This is an optimization exercise on Yosys and OpenROAD, whose aim is a short achievable clock period, not a production implementation.
Function was not checked in any run shown here: the RTL went through the layout flow alone.
Power is estimated from default activity; no workload was simulated.

**flow/config.mk**
```make
export PLATFORM = sky130hd
export DESIGN_NAME = ccsds_rx
export DESIGN_NICKNAME = ccsds_rx
export VERILOG_FILES = /design/flow/design.v
export SDC_FILE = /design/flow/constraint.sdc
export NUM_CORES = 4
export LEC_CHECK = 0
export CAP_MARGIN = 20
export CORE_MARGIN = 2
export CORE_UTILIZATION = 40
export SLEW_MARGIN = 20
```
**flow/constraint.sdc**
```tcl
create_clock -name core_clock -period 4.0 [get_ports {clk}]
set_input_delay 0.8000 -clock core_clock [delete_from_list [all_inputs] [get_ports {clk}]]
set_output_delay 0.8000 -clock core_clock [all_outputs]
set_load 0.01 [all_outputs]
```
**flow/design.v**
```verilog
module ccsds_rx (
    input  wire        clk,
    input  wire        rst,             
    input  wire        in_valid,
    input  wire [7:0]  in_byte,
    input  wire        in_kind,         
    input  wire [8:0]  in_blen,         
    output reg         out_valid,
    output reg  [7:0]  out_byte,
    output reg         out_vc,          
    output reg         done,
    output reg  [1:0]  status,          
    output reg         frame_kind,
    output reg  [8:0]  frame_len,
    output reg  [7:0]  data_len,
    output reg  [15:0] ecf,
    output wire        bp_type,
    output wire [6:0]  bp_apid,
    output wire        bp_ecf_flag,
    output wire [3:0]  tf_tfvn,
    output wire [15:0] tf_scid,
    output wire        tf_sdid,
    output wire [5:0]  tf_vcid,
    output wire [3:0]  tf_mapid,
    output wire        tf_end_flag,
    output wire        tf_bypass,
    output wire        tf_command,
    output wire        tf_ocf,
    output wire [2:0]  tf_vc_length,
    output wire [2:0]  tf_constr_rule,
    output wire [4:0]  tf_protocol_id
);
    localparam [1:0] ST_OK = 2'd0, ST_LEN = 2'd1, ST_CRC = 2'd2;
    function [15:0] crc_step;
        input [15:0] reg_in;
        input [7:0]  b;
        integer k;
        reg [15:0] r;
        begin
            r = reg_in ^ {b, 8'h00};
            for (k = 0; k < 8; k = k + 1) begin
                if (r[15])
                    r = {r[14:0], 1'b0} ^ 16'h1021;
                else
                    r = {r[14:0], 1'b0};
            end
            crc_step = r;
        end
    endfunction
    reg rst_r;
    always @(posedge clk) rst_r <= rst;
    reg        s0_v;
    reg [7:0]  s0_b;
    reg        s0_k;
    reg [8:0]  s0_n;
    always @(posedge clk) begin
        s0_v <= in_valid & ~rst;
        s0_b <= in_byte;
        s0_k <= in_kind;
        s0_n <= in_blen;
    end
    reg        s1_v;
    reg [7:0]  s1_b;
    reg        s1_k;
    reg [8:0]  s1_n;
    reg        s1_m1a, s1_mcf, s1_mfc, s1_m1d;
    reg        s1_tf_last0;     
    reg        s1_tf_lastn0;    
    reg [8:0]  s1_tf_r0;        
    reg        s1_bp_short;     
    reg        s1_bp_lastn1;    
    reg [8:0]  s1_bp_r1;        
    always @(posedge clk) begin
        s1_v         <= s0_v;
        s1_b         <= s0_b;
        s1_k         <= s0_k;
        s1_n         <= s0_n;
        s1_m1a       <= (s0_b == 8'h1A);
        s1_mcf       <= (s0_b == 8'hCF);
        s1_mfc       <= (s0_b == 8'hFC);
        s1_m1d       <= (s0_b == 8'h1D);
        s1_tf_last0  <= (s0_n == 9'd1);
        s1_tf_lastn0 <= (s0_n == 9'd2);
        s1_tf_r0     <= s0_n - 9'd1;
        s1_bp_short  <= ({1'b0, s0_b[6:0]} < (s0_b[7] ? 8'd4 : 8'd3));
        s1_bp_lastn1 <= (s0_b[6:0] == 7'd3) && !s0_b[7];
        s1_bp_r1     <= {2'b00, s0_b[6:0]} - 9'd2;
    end
    reg        in_frame;
    reg [1:0]  hunt;            
    reg        first;           
    reg        bp1;             
    reg        lastn;           
    reg [8:0]  rem;             
    reg [8:0]  idx;             
    reg        kind;
    wire fb     = s1_v & in_frame;
    wire lastc  = first ? (s1_k & s1_tf_last0) : (bp1 ? s1_bp_short : lastn);
    wire marker = (hunt == 2'd3) & s1_m1d;
    reg [1:0] hunt_next;
    always @(*) begin
        if (hunt == 2'd1 && s1_mcf)      hunt_next = 2'd2;
        else if (hunt == 2'd2 && s1_mfc) hunt_next = 2'd3;
        else if (s1_m1a)                 hunt_next = 2'd1;
        else                             hunt_next = 2'd0;
    end
    always @(posedge clk) begin
        if (rst_r) begin
            in_frame <= 1'b0;
            hunt     <= 2'd0;
        end else if (s1_v) begin
            if (!in_frame) begin
                if (marker) begin
                    in_frame <= 1'b1;
                    hunt     <= 2'd0;
                    first    <= 1'b1;
                    bp1      <= 1'b0;
                    idx      <= 9'd0;
                end else begin
                    hunt <= hunt_next;
                end
            end else begin
                first <= 1'b0;
                bp1   <= first & ~s1_k;
                if (lastc) in_frame <= 1'b0;
                lastn <= first ? (s1_k & s1_tf_lastn0)
                               : (bp1 ? s1_bp_lastn1 : (rem == 9'd2));
                rem   <= first ? s1_tf_r0 : (bp1 ? s1_bp_r1 : rem - 9'd1);
                idx   <= idx + 9'd1;
                if (first) kind <= s1_k;
            end
        end
    end
    reg        t0_v, t0_fr, t0_last, t0_kind;
    reg [8:0]  t0_idx, t0_n;
    reg [7:0]  t0_b;
    always @(posedge clk) begin
        t0_v    <= s1_v & ~rst_r;
        t0_fr   <= fb;
        t0_last <= lastc;
        t0_kind <= first ? s1_k : kind;
        t0_idx  <= idx;
        t0_n    <= s1_n;
        t0_b    <= s1_b;
    end
    reg [7:0]  hdr0, hdr1, hdr2, hdr3, hdr4, hdr5, hdr6;
    reg [8:0]  fn;              
    reg        fkind;
    wire       t0_f = t0_v & t0_fr;
    always @(posedge clk) begin
        if (t0_f && t0_idx == 9'd0) begin
            hdr0  <= t0_b;
            fn    <= t0_n;
            fkind <= t0_kind;
        end
        if (t0_f && t0_idx == 9'd1) hdr1 <= t0_b;
        if (t0_f && t0_idx == 9'd2) hdr2 <= t0_b;
        if (t0_f && t0_idx == 9'd3) hdr3 <= t0_b;
        if (t0_f && t0_idx == 9'd4) hdr4 <= t0_b;
        if (t0_f && t0_idx == 9'd5) hdr5 <= t0_b;
        if (t0_f && t0_idx == 9'd6) hdr6 <= t0_b;
    end
    reg        t1_v, t1_fr, t1_last, t1_kind;
    reg [8:0]  t1_idx, t1_rem;
    reg [7:0]  t1_b;
    reg [15:0] t1_u;
    always @(posedge clk) begin
        t1_v    <= t0_v & ~rst_r;
        t1_fr   <= t0_fr;
        t1_last <= t0_last;
        t1_kind <= t0_kind;
        t1_idx  <= t0_idx;
        t1_rem  <= rem;
        t1_b    <= t0_b;
        t1_u    <= crc_step(16'h0000, t0_b);
    end
    wire        bp_e   = hdr1[7];
    wire [6:0]  bp_l   = hdr1[6:0];
    wire        ef     = hdr3[0];
    wire [2:0]  vl     = hdr6[2:0];
    wire [15:0] tl     = {hdr4, hdr5};
    reg        d_lenerr, d_bpe, d_ef;
    reg [8:0]  d_flen;
    reg [7:0]  d_dlen;
    reg [8:0]  d_lm2, d_lm1;
    reg [3:0]  d_vend;
    always @(posedge clk) begin
        d_bpe  <= bp_e;
        d_ef   <= ef;
        d_vend <= 4'd7 + {1'b0, vl};
        d_lm2  <= tl[8:0] - 9'd2;
        d_lm1  <= tl[8:0] - 9'd1;
        if (!fkind) begin
            d_lenerr <= ({1'b0, bp_l} < (bp_e ? 8'd4 : 8'd2));
            d_flen   <= {2'b00, bp_l};
            d_dlen   <= {1'b0, bp_l} - (bp_e ? 8'd4 : 8'd2);
        end else if (ef) begin
            d_lenerr <= (fn < 9'd7) || (fn > 9'd256);
            d_flen   <= fn;
            d_dlen   <= fn[7:0] - 8'd7;
        end else begin
            d_lenerr <= (fn < 9'd7) || ({1'b0, tl} < 17'd10 + {14'd0, vl}) ||
                        (tl > 16'd256) || (tl > {7'd0, fn});
            d_flen   <= tl[8:0];
            d_dlen   <= tl[7:0] - 8'd10 - {5'd0, vl};
        end
    end
    reg        t2_v, t2_fr, t2_last, t2_kind;
    reg [8:0]  t2_idx, t2_rem;
    reg [7:0]  t2_b;
    reg [15:0] t2_u;
    always @(posedge clk) begin
        t2_v    <= t1_v & ~rst_r;
        t2_fr   <= t1_fr;
        t2_last <= t1_last;
        t2_kind <= t1_kind;
        t2_idx  <= t1_idx;
        t2_rem  <= t1_rem;
        t2_b    <= t1_b;
        t2_u    <= t1_u;
    end
    wire rem_ge2 = (t2_rem[8:1] != 8'd0);
    wire rem_eq1 = (t2_rem == 9'd1);
    wire rem_eq0 = (t2_rem == 9'd0);
    reg  c_range, c_data, c_vc, c_thi, c_tlo, c_df;
    always @(*) begin
        c_range = 1'b0; c_data = 1'b0; c_vc = 1'b0;
        c_thi = 1'b0; c_tlo = 1'b0; c_df = 1'b0;
        if (!t2_kind) begin
            c_range = (t2_idx < 9'd2) | rem_ge2;
            c_data  = (t2_idx >= 9'd2) & (~d_bpe | rem_ge2);
            c_thi   = (t2_idx >= 9'd2) & d_bpe & rem_eq1;
            c_tlo   = (t2_idx >= 9'd2) & d_bpe & rem_eq0;
        end else if (d_ef) begin
            c_range = rem_ge2;
            c_data  = (t2_idx >= 9'd5) & rem_ge2;
            c_tlo   = rem_eq1;
            c_thi   = rem_eq0;
            c_df    = (t2_idx == 9'd4);
        end else begin
            c_range = (t2_idx < 9'd8) | (t2_idx < d_lm2);
            c_vc    = (t2_idx >= 9'd7) & (t2_idx < {5'd0, d_vend});
            c_df    = (t2_idx == {5'd0, d_vend});
            c_data  = (t2_idx > {5'd0, d_vend}) & (t2_idx < d_lm2);
            c_thi   = (t2_idx == d_lm2);
            c_tlo   = (t2_idx == d_lm1);
        end
    end
    reg        t3_v, t3_f, t3_nf, t3_last, t3_kind, t3_lenerr;
    reg        t3_range, t3_pay, t3_vc, t3_thi, t3_tlo, t3_df;
    reg [7:0]  t3_b;
    reg [15:0] t3_u;
    always @(posedge clk) begin
        t3_v      <= t2_v & ~rst_r;
        t3_f      <= t2_v & t2_fr & ~rst_r;
        t3_nf     <= t2_v & ~t2_fr & ~rst_r;
        t3_last   <= t2_last;
        t3_kind   <= t2_kind;
        t3_lenerr <= d_lenerr;
        t3_range  <= c_range;
        t3_pay    <= t2_v & t2_fr & ~rst_r & (c_data | c_vc) & ~d_lenerr;
        t3_vc     <= c_vc;
        t3_thi    <= c_thi;
        t3_tlo    <= c_tlo;
        t3_df     <= c_df;
        t3_b      <= t2_b;
        t3_u      <= t2_u;
    end
    reg [15:0] crc;
    reg [7:0]  thi, tlo, hdf;
    reg        eqhi, eqlo;
    always @(posedge clk) begin
        out_valid <= t3_pay & ~rst & ~rst_r;
        out_byte  <= t3_b;
        out_vc    <= t3_vc;
        if (t3_f && t3_range)
            crc <= crc_step(crc, 8'h00) ^ t3_u;
        else if (t3_nf)
            crc <= 16'h0000;
        if (t3_f && t3_thi) begin
            thi  <= t3_b;
            eqhi <= (t3_b == crc[15:8]);
        end
        if (t3_f && t3_tlo) begin
            tlo  <= t3_b;
            eqlo <= (t3_b == crc[7:0]);
        end
        if (t3_f && t3_df) hdf <= t3_b;
    end
    reg        t4_end, t4_kind, t4_lenerr;
    always @(posedge clk) begin
        t4_end    <= t3_f & t3_last & ~rst_r;
        t4_kind   <= t3_kind;
        t4_lenerr <= t3_lenerr;
    end
    reg [7:0] o_h0, o_h1, o_h2, o_h3, o_h6, o_df;
    always @(posedge clk) begin
        done <= t4_end & ~rst & ~rst_r;
        if (t4_end) begin
            if (t4_lenerr)
                status <= ST_LEN;
            else if ((t4_kind | d_bpe) && !(eqhi && eqlo))
                status <= ST_CRC;
            else
                status <= ST_OK;
            frame_kind <= t4_kind;
            frame_len  <= d_flen;
            data_len   <= d_dlen;
            ecf        <= {thi, tlo};
            o_h0 <= hdr0;
            o_h1 <= hdr1;
            o_h2 <= hdr2;
            o_h3 <= hdr3;
            o_h6 <= hdr6;
            o_df <= hdf;
        end
    end
    assign bp_type        = o_h0[7];
    assign bp_apid        = o_h0[6:0];
    assign bp_ecf_flag    = o_h1[7];
    assign tf_tfvn        = o_h0[7:4];
    assign tf_scid        = {o_h0[3:0], o_h1, o_h2[7:4]};
    assign tf_sdid        = o_h2[3];
    assign tf_vcid        = {o_h2[2:0], o_h3[7:5]};
    assign tf_mapid       = o_h3[4:1];
    assign tf_end_flag    = o_h3[0];
    assign tf_bypass      = o_h6[7];
    assign tf_command     = o_h6[6];
    assign tf_ocf         = o_h6[3];
    assign tf_vc_length   = o_h6[2:0];
    assign tf_constr_rule = o_df[7:5];
    assign tf_protocol_id = o_df[4:0];
endmodule
```
**flow/run.sh**
```bash
#!/bin/bash
# synth_recipe.tcl (not shown) runs the flow's synth.tcl, then flattens the netlist and writes it again
# the make line also repeats each setting of config.mk as NAME=value (left out here)
make -C /OpenROAD-flow-scripts/flow DESIGN_CONFIG=/design/flow/config.mk WORK_HOME=/design/flow/orfs CLKGATE_MAP_FILE= SYNTH_SCRIPT=/design/flow/synth_recipe.tcl finish
```
==> impl_metrics.env, run 1 <==
export IMPL_htree_levels=2
export IMPL_rsz0062_at_grt="no"
export IMPL_route_detailed_drc=0
export IMPL_ant_nets=0
export IMPL_fin_crit_sh_pct=63.1
export IMPL_place_hpwl_um=19600
export IMPL_cts_hold_buf=0
export IMPL_grt_max_degree=56
export IMPL_mostFrequentLayoutCells="254 x dfxtp_1, 210 x edfxtp_1, 122 x clkdlybuf4s50_1"
export IMPL_drv_slew=0
export IMPL_drt_iter0_markers=428
export IMPL_yosys_area_top_type_share_pct=40.8
export IMPL_max_freq_mhz=396
export IMPL_hold_start="t2_u[11]"
export IMPL_start_kind="register"
export IMPL_post_dp_cell_area_um2=17300
export IMPL_synth_xor_area_share_pct=5.78
export IMPL_synthFlopType="dfxtp_1"
export IMPL_crit_start="hdr5[1]"
export IMPL_grt_ovfl_total=0
export IMPL_yosys_register_bits=465
export IMPL_clock_sinks=465
export IMPL_dieWidth_um=201
export IMPL_setup_violations=0
export IMPL_seq_power_share_pct=54.0
export IMPL_reg2reg_from="hdr5[1]"
export IMPL_die_area_um2=40300
export IMPL_synth_edf_count=210
export IMPL_post_drt_via_cell_ratio=4.57
export IMPL_worstHoldPathType="reg -> reg"
export IMPL_grt_pass1_wl_um=45000
export IMPL_p_sw_mw=1.85
export IMPL_layout_commonest_cell="dfxtp_1"
export IMPL_rows=72
export IMPL_p_per_area_nw_per_um2=503
export IMPL_track_usage_pct=14.3
export IMPL_fin_nets=1304
export IMPL_cts_root_buffer="clkbuf_16"
export IMPL_synthSimpleGateAreaFrac_pct=7.66
export IMPL_finalHoldViolations=0
export IMPL_wl_per_cell_um=16.1
export IMPL_min_period_ns=2.52
export IMPL_place_gp_congestion=0.848
export IMPL_portBuffers=122
export IMPL_core_area_um2=38400
export IMPL_netlist_cell_type_count=62
export IMPL_required_ns=4.48
export IMPL_clk_pin_slew_ns=0.06
export IMPL_num_io_pins=123
export IMPL_n_antenna_cell=0
export IMPL_initial_core_util_pct=40.3
export IMPL_yosys_warnings=1
export IMPL_slew_headroom_pct=28.7
export IMPL_synthArstFlopShare_pct=0
export IMPL_cap_violations=0
export IMPL_p_total_mw=9.46
export IMPL_cts_tree="done"
export IMPL_synth_fp_nets=1155
export IMPL_first_global_vias=8160
export IMPL_synth_compound_area_share_pct=4.17
export IMPL_tns_ns=0
export IMPL_synth_area_top_cells="edfxtp_1 41%, dfxtp_1 33%, ha_1 4.3%, xnor2_1 3.9%, xor2_1 1.9%"
export IMPL_grt_antenna_before_repair=0
export IMPL_area_growth_pct=21.5
export IMPL_vias=8155
export IMPL_avgSynthCellArea_um2=14.3
export IMPL_clk_path_buf_depth=3
export IMPL_whs_ns=0.325
export IMPL_yosys_area_top_type="edfxtp_1"
export IMPL_synth_fa_ha_area_share_pct=4.68
export IMPL_wl_um=28700
export IMPL_synthMuxAreaShare_pct=1.33
export IMPL_crit_path_end_kind="register"
export IMPL_vdd_drop_max_mv=0.241
export IMPL_clkPwrFrac_pct=44.8
export IMPL_swShare_pct=19.5
export IMPL_p_int_mw=7.61
export IMPL_seq_area_frac_synth_pct=73.8
export IMPL_dr_pass1_iters=6
export IMPL_status="complete, no violations"
export IMPL_postCtsSetupBuffers=0
export IMPL_chipHeight_um=201
export IMPL_worstPathMaxFanout=7
export IMPL_synthCells=1078
export IMPL_ctsResizeCount=0
export IMPL_path_class="reg -> reg"
export IMPL_power_leakage_nw=7.01
export IMPL_cts_buffers=46
export IMPL_arrival_ns=3.00
export IMPL_insertion_delay_ns=0.56
export IMPL_drive_gt1_share_pct=6.96
export IMPL_rrSetupSlack_ns=1.48
export IMPL_syn_area_um2=15500
export IMPL_final_cell_area_um2=18800
export IMPL_synth_top_family_by_area="simple AND/OR/NAND/NOR gates"
export IMPL_pwr_share_comb_pct=1.1
export IMPL_clock_skew_ns=0.0153
export IMPL_worstMarginPinSlew_ns=1.07
## worst max-delay path: stages, from the launching register on
cell	delay (ns)
edfxtp_1	0.47
inv_1	0.23
ha_1	0.27
inv_1	0.05
ha_1	0.17
inv_1	0.07
fa_1	0.43
nor2b_1	0.15
o21ai_1	0.11
a21boi_0	0.22
nor3_1	0.08
o22ai_1	0.19
## state kept, by name, summed over array words and instances (netlist names), 9 cells and up
register and cells:
s1_n 9, rem 9, t0_n 9, t1_rem 9, t0_idx 9, frame_len 9
t2_rem 9, ecf 16, t1_idx 9, d_lm1 9, t2_idx 9, crc 16
t2_u 11, idx 9, fn 9, d_flen 9, d_lm2 9, t3_u 11
s1_tf_r0 9, s0_n 9
## final cells by class
type                            count  area (um2)
Clock inverter                     14         166
Inverter                           71         267
Multi-Input combinational cell    514        3660
Fill cell                        3371       19600
Clock buffer                       72        1370
Sequential cell                   465       11400
Tap cell                          518         648
Timing Repair Buffer              129        1270
## metal layers
metal / GRT usage, % / part of all wire, %
met4: 5.61 / 2.8
met2: 23.6 / 47
met5: 0 / 0
met1: 18.7 / 45
met3: 2.87 / 4.8
## cells in the mapped netlist, drive strengths merged, types with 2 or more instances
master	n
a21boi	4
or2	2
o21ai	31
a31oi	3
nor4b	3
fa	3
nor2b	14
nand2	50
nor3b	7
o22ai	6
nor2	61
nor4	13
dfxtp	255
o31ai	4
o211ai	4
a32oi	2
a2111oi	2
xor2	34
ha	53
nand2b	3
and2	11
o21bai	2
clkbuf	17
nand3	19
mux2i	16
a41oi	2
a211oi	7
or4	2
and3b	3
a21o	2
a21oi	30
and3	3
inv	70
edfxtp	210
xnor2	68
nand4	12
nor3	19
mux2	4
or3	5
buf	11
## logic make-up (layout without fill, tap and decap cells)
family | after synthesis | after routing
flip-flops | 465 | 465
AND/OR/NAND/NOR | 231 | 231
AO/OA/AOI/OAI | 105 | 105
XOR/XNOR | 102 | 102
buffers and inverters | 99 | 286
adder cells (fa/ha/maj) | 56 | 56
multiplexers | 20 | 20
## power by group through the flow
stage	sequential [mW]	clock (mW)	combinational (mW)
finish	5.11	4.24	0.109
global route	5.12	4.56	0.121
detailed placement	5.22	0	0.110
global placement	5.21	0	0.108
CTS	5.11	4.36	0.110
floorplan	5.18	0	0.0708
## stage by stage
stage | std cells | utilization, % | setup slack (ns)
floorplan | 1078 | - | 1.48
global route | 1783 | 49.0 | 1.20
global placement | 1697 | 45.0 | 1.57
finish | 1783 | 49.0 | 1.48
detailed placement | 1697 | 45.0 | 1.47
CTS | 1783 | 49.0 | 1.47
## final timing paths
check                           cells after the start        end
worst max-delay path                               11  d_dlen[5]
worst max register to register                     11  d_dlen[5]
worst min-delay path                                0   t3_u[11]
worst min register to register                      0   t3_u[11]
==> inputs of run 2 (changes only) <==
--- a/flow/config.mk
+++ b/flow/config.mk
@@ -7,2 +7,3 @@
 export LEC_CHECK = 0
+export ABC_CLOCK_PERIOD_IN_PS = 1600
 export CAP_MARGIN = 20
@@ -10,2 +11,4 @@
 export CORE_UTILIZATION = 40
+export SETUP_SLACK_MARGIN = 2.4
 export SLEW_MARGIN = 20
+export TNS_END_PERCENT = 100
==> run 2 against run 1 <==
  * Still clean on timing, DRC and antenna
  * Total power is 0.33% lower
  * Die area stayed put
  * Fmax is 23% higher
  * Utilization is 1.3 points higher
  * Global-route usage is 0.54 points higher
  * Critical endpoint unchanged
==> impl_metrics.env, run 2 <==
export IMPL_status="complete, no violations"
export IMPL_p_per_area_nw_per_um2=488
export IMPL_grt_max_degree=31
export IMPL_whs_ns=0.317
export IMPL_setup_violations=0
export IMPL_place_hpwl_um=19500
export IMPL_wl_um=30700
export IMPL_rows=72
export IMPL_grt_pass1_wl_um=46900
export IMPL_yosys_area_top_type_share_pct=40.8
export IMPL_area_growth_pct=24.8
export IMPL_route_detailed_drc=0
export IMPL_rrSetupSlack_ns=1.94
export IMPL_required_ns=4.43
export IMPL_path_class="reg -> reg"
export IMPL_dr_pass1_iters=5
export IMPL_yosys_warnings=1
export IMPL_power_leakage_nw=7.37
export IMPL_netlist_cell_type_count=62
export IMPL_first_global_vias=8488
export IMPL_drv_slew=0
export IMPL_n_antenna_cell=0
export IMPL_n_fill_cell=3341
export IMPL_clk_path_buf_depth=3
export IMPL_htree_levels=2
export IMPL_die_area_um2=40300
export IMPL_fin_crit_sh_pct=51.4
export IMPL_dieWidth_um=201
export IMPL_vdd_drop_max_mv=0.284
export IMPL_post_dp_cell_area_um2=17300
export IMPL_synthArstFlopShare_pct=0
export IMPL_clock_skew_ns=0.0150
export IMPL_slew_headroom_pct=43.2
export IMPL_mostFrequentLayoutCells="238 x dfxtp_1, 210 x edfxtp_1, 98 x buf_2"
export IMPL_wl_per_cell_um=16.7
export IMPL_regArea_um2=11400
export IMPL_cts_tree="done"
export IMPL_track_usage_pct=14.9
export IMPL_grt_ovfl_total=0
export IMPL_multi_input_area_um2=4080
export IMPL_drive_gt1_share_pct=24.4
export IMPL_worstMarginPinSlew_ns=0.850
export IMPL_arrival_ns=2.49
export IMPL_synth_edf_count=210
export IMPL_final_cell_area_um2=19300
export IMPL_synth_area_top_cells="edfxtp_1 41%, dfxtp_1 33%, ha_1 4.3%, xnor2_1 3.9%, xor2_1 1.9%"
export IMPL_synthFlopType="dfxtp_1"
export IMPL_num_io_pins=123
export IMPL_core_area_um2=38400
export IMPL_grt_antenna_before_repair=1
export IMPL_chipHeight_um=201
export IMPL_fin_nets=1358
export IMPL_tns_ns=0
export IMPL_avgSynthCellArea_um2=14.3
export IMPL_portBuffers=122
export IMPL_ys_top_cells_by_count="255 x dfxtp_1, 210 x edfxtp_1, 69 x inv_1"
export IMPL_clock_sinks=465
export IMPL_min_period_ns=2.06
export IMPL_post_drt_via_cell_ratio=4.65
export IMPL_worstHoldPathType="reg -> reg"
export IMPL_start_kind="register"
export IMPL_cap_violations=0
export IMPL_drt_iter0_markers=486
export IMPL_cts_root_buffer="clkbuf_16"
export IMPL_rsz0062_at_grt="yes"
export IMPL_cts_buffers=46
export IMPL_insertion_delay_ns=0.55
export IMPL_seq_area_frac_synth_pct=73.8
export IMPL_yosys_register_bits=465
export IMPL_synthCells=1078
export IMPL_crit_path_end_kind="register"
export IMPL_max_freq_mhz=486
export IMPL_finalHoldViolations=0
export IMPL_yosysMostFrequentCell="dfxtp_1"
export IMPL_largestRegisters="crc: 16 flops, ecf: 16 flops"
export IMPL_worstPathMaxFanout=3
export IMPL_vias=8540
export IMPL_synth_fp_nets=1155
export IMPL_layout_commonest_cell="dfxtp_1"
export IMPL_ant_nets=0
export IMPL_syn_area_um2=15500
export IMPL_clk_pin_slew_ns=0.06
export IMPL_initial_core_util_pct=40.3
export IMPL_place_gp_congestion=0.818
export IMPL_yosys_area_top_type="edfxtp_1"
-- run 2: cell counts after synthesis --
Identical to the previous run, type by type.
-- run 2: power by group --
part	switching, mW	internal, mW
Clock	1.74	2.47
Sequential	0.0756	5.04
Combinational	0.0421	0.0668
-- run 2: cell type report --
cell class	instances	share of cell area (%)
Clock buffer	62	6.65
Tap cell	518	3.36
Inverter	71	1.41
Clock inverter	23	1.10
Timing Repair Buffer	183	7.09
Multi-Input combinational cell	514	21.1
Sequential cell	465	59.3
-- run 2: final timing paths --
kind | start | end | cells past startpoint
setup reg to reg | hdr5[1] | d_dlen[5] | 11
setup / recovery | hdr5[1] | d_dlen[5] | 11
hold / removal | t2_u[14] | t3_u[14] | 0
hold reg to reg | t2_u[14] | t3_u[14] | 0
-- run 2: logic make-up after synthesis --
logic type               after synthesis  share of synthesized area [%]
buffers and inverters                 99                           2.63
multiplexers                          20                           1.33
adder cells (fa/ha/maj)               56                           4.68
flip-flops                           465                           73.8
AO/OA/AOI/OAI                        105                           4.17
AND/OR/NAND/NOR                      231                           7.66
XOR/XNOR                             102                           5.78
-- run 2: critical path: stages (launching register included) --
cell and delay, ns:
edfxtp_1 0.40, inv_2 0.11, ha_4 0.20, inv_2 0.06, ha_4 0.13, inv_2 0.03
fa_2 0.36, nor2b_4 0.13, o21ai_2 0.07, nor3b_2 0.16, nor3_1 0.18, o22ai_1 0.10
-- run 2: per-layer routing --
| layer | routed length (um) | track usage, % | vias to the layer above |
|---|---|---|---|
| li1 | - | - | 4169 |
| met1 | 14000 | 19.7 | 4119 |
| met2 | 14500 | 24.5 | 201 |
| met3 | 1550 | 3.26 | 51 |
| met4 | 697 | 4.60 | 0 |
| met5 | 0 | 0 | - |
-- run 2: what timing repair did --
action                                  CTS  global route
endpoints found under the setup margin  250           215
pin swaps                                30            25
hold buffers                              0             0
buffers inserted                         31            25
gates resized for setup                 469            42
gates cloned                              0             3
-- run 2: through the flow --
stage / setup slack (ns) / util, % / total power, mW / cells
after global placement: 1.76 / 45.1 / 5.32 / 1692
final: 1.94 / 50.3 / 9.43 / 1836
after detailed placement: 1.71 / 45.1 / 5.33 / 1692
after global routing: 1.82 / 50.3 / 9.75 / 1836
after floorplan: 1.92 / - / 5.25 / 1078
after CTS: 1.96 / 49.1 / 9.55 / 1808
==> inputs of run 3 (changes only) <==
--- a/flow/design.v
+++ b/flow/design.v
@@ -181,27 +181,38 @@
     wire [15:0] tl     = {hdr4, hdr5};
-    reg        d_lenerr, d_bpe, d_ef;
+    reg        d_bpe, d_ef, d_kind;
     reg [8:0]  d_flen;
-    reg [7:0]  d_dlen;
     reg [8:0]  d_lm2, d_lm1;
     reg [3:0]  d_vend;
+    reg [2:0]  d_vl;
+    reg        a_bperr, a_n4, a_n7, a_n256, a_tlbig, a_tlsmall, a_tlgtn;
+    reg [7:0]  a_dlen;
+    always @(posedge clk) begin
+        d_bpe     <= bp_e;
+        d_ef      <= ef;
+        d_kind    <= fkind;
+        d_vl      <= vl;
+        d_vend    <= 4'd7 + {1'b0, vl};
+        d_lm2     <= tl[8:0] - 9'd2;
+        d_lm1     <= tl[8:0] - 9'd1;
+        d_flen    <= !fkind ? {2'b00, bp_l} : (ef ? fn : tl[8:0]);
+        a_bperr   <= ({1'b0, bp_l} < (bp_e ? 8'd4 : 8'd2));
+        a_n4      <= (fn < 9'd4);
+        a_n7      <= (fn < 9'd7);
+        a_n256    <= (fn > 9'd256);
+        a_tlbig   <= (tl > 16'd256);
+        a_tlsmall <= (tl < 16'd17) && (tl[4:0] < 5'd10 + {2'd0, vl});
+        a_tlgtn   <= (tl[8:0] > fn);
+        a_dlen    <= !fkind ? ({1'b0, bp_l} - (bp_e ? 8'd4 : 8'd2))
+                            : (ef ? fn[7:0] - 8'd7 : tl[7:0] - 8'd10);
+    end
+    reg        d_lenerr;
+    reg [7:0]  d_dlen;
     always @(posedge clk) begin
-        d_bpe  <= bp_e;
-        d_ef   <= ef;
-        d_vend <= 4'd7 + {1'b0, vl};
-        d_lm2  <= tl[8:0] - 9'd2;
-        d_lm1  <= tl[8:0] - 9'd1;
-        if (!fkind) begin
-            d_lenerr <= ({1'b0, bp_l} < (bp_e ? 8'd4 : 8'd2));
-            d_flen   <= {2'b00, bp_l};
-            d_dlen   <= {1'b0, bp_l} - (bp_e ? 8'd4 : 8'd2);
-        end else if (ef) begin
-            d_lenerr <= (fn < 9'd7) || (fn > 9'd256);
-            d_flen   <= fn;
-            d_dlen   <= fn[7:0] - 8'd7;
-        end else begin
-            d_lenerr <= (fn < 9'd7) || ({1'b0, tl} < 17'd10 + {14'd0, vl}) ||
-                        (tl > 16'd256) || (tl > {7'd0, fn});
-            d_flen   <= tl[8:0];
-            d_dlen   <= tl[7:0] - 8'd10 - {5'd0, vl};
-        end
+        if (!d_kind)
+            d_lenerr <= a_bperr;
+        else if (d_ef)
+            d_lenerr <= a_n4 | a_n7 | a_n256;
+        else
+            d_lenerr <= a_n4 | a_n7 | a_tlbig | a_tlsmall | a_tlgtn;
+        d_dlen <= (d_kind && !d_ef) ? a_dlen - {5'd0, d_vl} : a_dlen;
     end
@@ -293,3 +304,3 @@
         t4_kind   <= t3_kind;
-        t4_lenerr <= t3_lenerr;
+        t4_lenerr <= d_lenerr;
     end
@@ -298,20 +309,18 @@
         done <= t4_end & ~rst & ~rst_r;
-        if (t4_end) begin
-            if (t4_lenerr)
-                status <= ST_LEN;
-            else if ((t4_kind | d_bpe) && !(eqhi && eqlo))
-                status <= ST_CRC;
-            else
-                status <= ST_OK;
-            frame_kind <= t4_kind;
-            frame_len  <= d_flen;
-            data_len   <= d_dlen;
-            ecf        <= {thi, tlo};
-            o_h0 <= hdr0;
-            o_h1 <= hdr1;
-            o_h2 <= hdr2;
-            o_h3 <= hdr3;
-            o_h6 <= hdr6;
-            o_df <= hdf;
-        end
+        if (t4_lenerr)
+            status <= ST_LEN;
+        else if ((t4_kind | d_bpe) && !(eqhi && eqlo))
+            status <= ST_CRC;
+        else
+            status <= ST_OK;
+        frame_kind <= t4_kind;
+        frame_len  <= d_flen;
+        data_len   <= d_dlen;
+        ecf        <= {thi, tlo};
+        o_h0 <= hdr0;
+        o_h1 <= hdr1;
+        o_h2 <= hdr2;
+        o_h3 <= hdr3;
+        o_h6 <= hdr6;
+        o_df <= hdf;
     end
--- a/flow/config.mk
+++ b/flow/config.mk
@@ -10,3 +10,5 @@
 export CORE_MARGIN = 2
-export CORE_UTILIZATION = 40
+export CORE_UTILIZATION = 60
+export CTS_CLUSTER_DIAMETER = 60
+export CTS_CLUSTER_SIZE = 30
 export SETUP_SLACK_MARGIN = 2.4
==> run 3 against run 2 <==
  * Fmax grew 8.1%
  * Non-clock buffer count increased by 24
  * Largest cell class unchanged
  * Wire length down 3.1%
  * Cell area shrank 2.3%
  * Still clean on timing, DRC and antenna
  * Flip-flop and latch count grew 13
==> impl_metrics.env, run 3 <==
export IMPL_multi_input_area_um2=4420
export IMPL_fin_crit_sh_pct=47.6
export IMPL_synth_edf_count=128
export IMPL_worstHoldPathType="reg -> reg"
export IMPL_regArea_um2=10900
export IMPL_area_growth_pct=26.2
export IMPL_path_class="reg -> reg"
export IMPL_crit_path_top_delay_cell="or4_4"
export IMPL_rsz0062_at_grt="yes"
export IMPL_grtUsageMet1_pct=29.8
export IMPL_core_area_um2=24400
export IMPL_cap_violations=0
export IMPL_drive_gt1_share_pct=30.3
export IMPL_avgSynthCellArea_um2=13.6
export IMPL_synth_fp_nets=1170
export IMPL_ys_top_cells_by_count="350 x dfxtp_1, 128 x edfxtp_1, 70 x nor2_1"
export IMPL_busiest_layer="met2"
export IMPL_track_usage_pct=21.4
export IMPL_drt_iter0_markers=624
export IMPL_grt_antenna_before_repair=0
export IMPL_vias=8564
export IMPL_clock_sinks=478
export IMPL_crit_top_cell="o21ai_1"
export IMPL_synthCells=1100
export IMPL_post_dp_cell_area_um2=16500
export IMPL_p_per_area_nw_per_um2=458
export IMPL_yosysMostFrequentCell="dfxtp_1"
export IMPL_place_hpwl_um=18000
export IMPL_tns_ns=0
export IMPL_clock_skew_ns=0.0210
export IMPL_slew_headroom_pct=47.6
export IMPL_post_drt_via_cell_ratio=5.18
export IMPL_seq_area_frac_synth_pct=72.6
export IMPL_vdd_drop_max_mv=0.415
export IMPL_drv_slew=0
export IMPL_power_leakage_nw=7.55
export IMPL_final_cells=1654
export IMPL_dr_pass1_iters=4
export IMPL_ant_nets=0
export IMPL_start_kind="register"
export IMPL_worstPathMaxFanout=4
export IMPL_final_cell_area_um2=18900
export IMPL_netlist_cell_type_count=60
export IMPL_met3_usage_pct=2.60
export IMPL_dp_cells=1516
export IMPL_grt_max_degree=32
export IMPL_yosys_warnings=1
export IMPL_grt_pass1_wl_um=43600
export IMPL_grt_ovfl_total=0
export IMPL_portBuffers=122
export IMPL_synth_area_top_cells="dfxtp_1 47%, edfxtp_1 26%, ha_1 3.9%, xor2_1 3.3%, xnor2_1 3.3%"
export IMPL_clk_path_buf_depth=3
export IMPL_fin_nets=1378
export IMPL_layout_commonest_cell="dfxtp_1"
export IMPL_yosys_register_bits=478
export IMPL_synthArstFlopShare_pct=0
export IMPL_place_ws_ns=2.05
export IMPL_insertion_delay_ns=0.57
export IMPL_fin_util_pct=77.4
export IMPL_arrival_ns=2.21
export IMPL_max_stage_delay_ns=0.62
export IMPL_first_global_vias=8219
export IMPL_p_total_mw=8.65
export IMPL_finalHoldViolations=0
export IMPL_syn_area_um2=15000
export IMPL_mostFrequentLayoutCells="293 x dfxtp_1, 128 x edfxtp_1, 75 x buf_4"
export IMPL_worst_slack_ns=2.10
export IMPL_status="complete, no violations"
export IMPL_synthFlopType="dfxtp_1"
export IMPL_dieWidth_um=162
export IMPL_cts_buffers=29
export IMPL_route_detailed_drc=0
export IMPL_max_freq_mhz=525
export IMPL_n_fill_cell=1529
export IMPL_rows=57
export IMPL_initial_core_util_pct=61.3
export IMPL_cts_hold_buf=0
export IMPL_cts_tree="done"
export IMPL_wl_per_cell_um=18.0
export IMPL_worstMarginPinSlew_ns=0.785
export IMPL_chipHeight_um=162
export IMPL_clk_pin_slew_ns=0.10
export IMPL_largestRegisters="crc: 16 flops, ecf: 16 flops"
export IMPL_crit_path_end_kind="register"
export IMPL_yosys_area_top_type_share_pct=46.9
export IMPL_setup_violations=0
export IMPL_place_gp_congestion=0.863
export IMPL_use_met2_pct=35.9
export IMPL_whs_ns=0.316
export IMPL_worstPathCellList="or4_4 > nor4_4 > xor2_1 > o21ai_1 > o21ai_1"
export IMPL_num_io_pins=123
export IMPL_htree_levels=1
export IMPL_wl_um=29800
export IMPL_min_period_ns=1.90
export IMPL_yosys_area_top_type="dfxtp_1"
export IMPL_required_ns=4.31
export IMPL_die_area_um2=26200
export IMPL_cts_root_buffer="clkbuf_16"
export IMPL_n_antenna_cell=0
==> run 3: changes by cell type in the layout (fill, tap and decap cells not counted), sizes merged, moves of 6 or more <==
cell	before	now
dfxtp	255	350
edfxtp	210	128
clkbuf	64	31
buf	161	187
xor2	34	57
xnor2	68	56
nor2	61	71
clkinv	15	9
ha	53	47
nand2b	3	9
nand3	19	13
nor4	13	19
or4	2	8
==> run 3: cell families (layout without fill, tap and decap cells) <==
family          count (synthesis)  after routing  share of synthesized area (%)
mux                            17             17                           1.16
compound gates                 98             98                           4.04
xor+xnor                      113            113                           6.62
buf+inv                        92            322                           2.56
simple gates                  253            253                           8.84
fa+ha+maj                      49             49                           4.20
flops                         478            478                           72.6
==> run 3: per-layer routing <==
metal / vias up / wire length (um)
met3: 58 / 1480
met5: - / 0
met2: 240 / 14500
li1: 4152 / -
met4: 0 / 817
met1: 4114 / 13000
==> run 3: path summary, 6_finish.rpt <==
check | start | end | slack (ns) | cells after the start
worst min register to register | s1_n[5] | t0_n[5] | 0.32 | 0
worst min-delay path | s1_n[5] | t0_n[5] | 0.32 | 0
worst max-delay path | rem[3] | rem[8] | 2.10 | 5
worst max register to register | rem[3] | rem[8] | 2.10 | 5
==> run 3: cell type report <==
cell class                 count  area share, %
sequential                   478           58.0
timing repair buffer         207           9.20
tap                          324           2.15
multi-input combinational    530           23.4
clock inverter                22           2.08
inverter                      62           1.27
clock buffer                  31           3.89
==> run 3: worst max-delay path, delay by kind of cell, from the launching register on <==
family	cells	cell delay (ns)
flip-flops	1	0.43
AO/OA/AOI/OAI	2	0.26
AND/OR/NAND/NOR	2	0.87
XOR/XNOR	1	0.09
==> run 3: what timing repair did <==
item | in CTS | in global routing
endpoints found under the setup margin | 217 | 223
pin swaps | 24 | 34
setup buffers | 52 | 33
resized for setup | 541 | 111
endpoints found under the hold margin | 0 | 0
==> run 3: power by group <==
group | switching, mW | leakage, nW | internal [mW]
Combinational | 0.0451 | 2.94 | 0.0664
Clock | 1.84 | 0.534 | 1.58
Sequential | 0.0728 | 4.08 | 5.04
Total | 1.96 | 7.55 | 6.69
==> inputs of run 4 (changes only) <==
--- a/flow/config.mk
+++ b/flow/config.mk
@@ -11,4 +11,2 @@
 export CORE_UTILIZATION = 60
-export CTS_CLUSTER_DIAMETER = 60
-export CTS_CLUSTER_SIZE = 30
 export SETUP_SLACK_MARGIN = 2.4
==> run 4 against run 3 <==
  * Total power is 9.4% higher
  * Critical path depth did not move
  * Utilization increased by 2.1 points
  * First-iteration DRC count grew 4.6%
  * Clock power rose by 24%
  * Highest routed layer unchanged
  * Fmax grew 1.3%
  * Clock skew fell by 0.0053 ns
  * Area after synthesis is the same
  * Critical path type unchanged
  * Synthesized cell count unchanged
  * Die area unchanged
==> impl_metrics.env, run 4 <==
export IMPL_status="complete, no violations"
export IMPL_n_fill_cell=1423
export IMPL_syn_area_um2=15000
export IMPL_tns_ns=0
export IMPL_drv_slew=0
export IMPL_place_gp_congestion=0.863
export IMPL_arrival_ns=2.17
export IMPL_setup_violations=0
export IMPL_clk_path_buf_depth=3
export IMPL_vdd_drop_max_mv=0.399
export IMPL_top_layer_used="met4"
export IMPL_n_antenna_cell=0
export IMPL_area_growth_pct=29.6
export IMPL_portBuffers=122
export IMPL_die_area_um2=26200
export IMPL_grt_pass1_wl_um=44900
export IMPL_cts_root_buffer="clkbuf_16"
export IMPL_synth_edf_count=128
export IMPL_multi_input_area_um2=4400
export IMPL_synthCells=1100
export IMPL_dr_pass1_iters=5
export IMPL_cap_violations=0
export IMPL_ant_nets=0
export IMPL_post_drt_via_cell_ratio=5.24
export IMPL_worstHoldPathType="reg -> reg"
export IMPL_synth_area_top_cells="dfxtp_1 47%, edfxtp_1 26%, ha_1 3.9%, xor2_1 3.3%, xnor2_1 3.3%"
export IMPL_power_leakage_nw=7.81
export IMPL_first_global_vias=8413
export IMPL_finalHoldViolations=0
export IMPL_htree_levels=2
export IMPL_post_dp_cell_area_um2=16500
export IMPL_yosys_area_top_type_share_pct=46.9
export IMPL_synthFlopType="dfxtp_1"
export IMPL_netlist_cell_type_count=60
export IMPL_core_area_um2=24400
export IMPL_path_class="reg -> reg"
export IMPL_clock_sinks=478
export IMPL_rrSetupSlack_ns=2.12
export IMPL_worstPathMaxFanout=4
export IMPL_wl_um=31500
export IMPL_yosys_area_top_type="dfxtp_1"
export IMPL_yosys_warnings=1
export IMPL_clock_skew_ns=0.0157
export IMPL_yosys_register_bits=478
export IMPL_avgSynthCellArea_um2=13.6
export IMPL_seq_area_frac_synth_pct=72.6
export IMPL_grt_antenna_before_repair=0
export IMPL_cts_tree="done"
export IMPL_slew_headroom_pct=44.8
export IMPL_m1WireLength_um=13400
export IMPL_worstMarginPinSlew_ns=0.827
export IMPL_largestRegisters="crc: 16 flops, ecf: 16 flops"
export IMPL_dr_wl_met3_um=1840
export IMPL_place_hpwl_um=18000
export IMPL_grt_max_degree=31
export IMPL_insertion_delay_ns=0.55
export IMPL_vias=8865
export IMPL_drt_iter0_markers=653
export IMPL_clk_pin_slew_ns=0.06
export IMPL_drive_gt1_share_pct=30.9
export IMPL_worst_slack_ns=2.12
export IMPL_mostFrequentLayoutCells="294 x dfxtp_1, 128 x edfxtp_1, 70 x buf_4"
export IMPL_start_kind="register"
export IMPL_regArea_um2=10900
export IMPL_fin_crit_sh_pct=47.0
export IMPL_num_io_pins=123
export IMPL_wl_per_cell_um=18.7
export IMPL_p_total_mw=9.46
export IMPL_layout_commonest_cell="dfxtp_1"
export IMPL_ys_top_cells_by_count="350 x dfxtp_1, 128 x edfxtp_1, 70 x nor2_1"
export IMPL_route_detailed_drc=0
export IMPL_dieWidth_um=162
export IMPL_p_per_area_nw_per_um2=489
export IMPL_min_period_ns=1.88
export IMPL_max_freq_mhz=532
export IMPL_yosysMostFrequentCell="dfxtp_1"
export IMPL_cts_hold_buf=0
export IMPL_crit_path_end_kind="register"
export IMPL_cts_buffers=45
export IMPL_chipHeight_um=162
export IMPL_track_usage_pct=22.0
export IMPL_dr_wl_met2_um=15300
export IMPL_initial_core_util_pct=61.3
export IMPL_grt_ovfl_total=0
export IMPL_rsz0062_at_grt="yes"
export IMPL_final_cell_area_um2=19400
export IMPL_required_ns=4.29
export IMPL_synthArstFlopShare_pct=0
export IMPL_place_ws_ns=2.05
export IMPL_synth_fp_nets=1170
export IMPL_fin_nets=1401
export IMPL_rows=57
-- run 4: layout make-up --
cell class | instances | share of cell area (%)
clock inverter | 16 | 1.00
multi-input combinational | 530 | 22.7
inverter | 62 | 1.25
tap | 324 | 2.09
timing repair buffer | 214 | 9.74
clock buffer | 67 | 6.71
sequential | 478 | 56.5
-- run 4: timing repair --
item / CTS / global route
gates resized for setup: 535 / 118
setup endpoints to repair: 216 / 241
buffers inserted: 48 / 41
gates cloned: 0 / 3
pin swaps: 25 / 36
-- run 4: final timing paths --
check | from | end | depth (start not counted)
hold / removal | t1_b[6] | t2_u[11] | 0
setup reg to reg | rem[4] | rem[8] | 5
hold reg to reg | t1_b[6] | t2_u[11] | 0
setup / recovery | rem[4] | rem[8] | 5
-- run 4: critical path, stage by stage (launching register included) --
cell and delay (ns):
edfxtp_1 0.40, or4_4 0.60, nor4_4 0.25, xor2_1 0.10, o21ai_0 0.16, o21ai_0 0.10
-- run 4: cell families (layout without fill, tap and decap cells) --
family	Yosys count	after routing	synth area share (%)
adders and majority gates	49	49	4.20
buffers and inverters	92	359	2.56
DFF	478	478	72.6
AOI/OAI and AO/OA	98	98	4.04
and+or+nand+nor	253	253	8.84
xor gates and xnor gates	113	113	6.62
muxes	17	17	1.16
-- run 4: metrics by stage --
stage          cells  hold WS (ns)  util (%)
2_1_floorplan   1100         0.310         -
3_3_place_gp    1516         0.310      67.6
3_5_place_dp    1516         0.312      67.6
4_1_cts         1647         0.318      75.6
5_1_grt         1691         0.326      79.4
6_report        1691         0.325      79.4
-- run 4: metal layers --
layer | up-vias | global-route usage [%]
met5 | - | 0
met1 | 4263 | 29.9
met3 | 74 | 3.83
met4 | 0 | 7.88
met2 | 319 | 36.0
li1 | 4209 | -
-- run 4: report_power, final --
group	total, mW	leakage (nW)	switching (mW)	internal (mW)
sequential	5.12	4.08	0.0742	5.05
clock	4.23	0.729	1.76	2.47
combinational	0.111	3.00	0.0457	0.0652
total	9.46	7.81	1.88	7.58

==> separate check: timing with driven ports <==
In the flow no input, the clock included, has a driving cell. The finished layouts below were timed again as built, in two steps. Step 1 assumes that a clkbuf_16 drives the clock port and a buf_2 every other input. Step 2 times the ports against the registers' clock, not the clock port: input delays grow and output delays shrink by t, the midpoint of the rising clock arrivals with the driver on. Slacks: ideal ports / drivers / drivers and shift; pairs: ideal ports / drivers.
run	t (ns)	setup slack, ns	worst setup path after step 2	clock arrival spread, ns	cell pins on the clock port's net
run 1	0.611	1.478 / 1.478 / 1.478	register to register	0.016 / 0.016	1
run 2	0.590	1.943 / 1.943 / 1.943	register to register	0.017 / 0.016	1
run 3	0.603	2.096 / 2.084 / 2.096	register to register	0.022 / 0.022	1
run 4	0.595	2.121 / 2.113 / 2.121	register to register	0.018 / 0.019	1
After both steps every run listed still meets setup and hold.
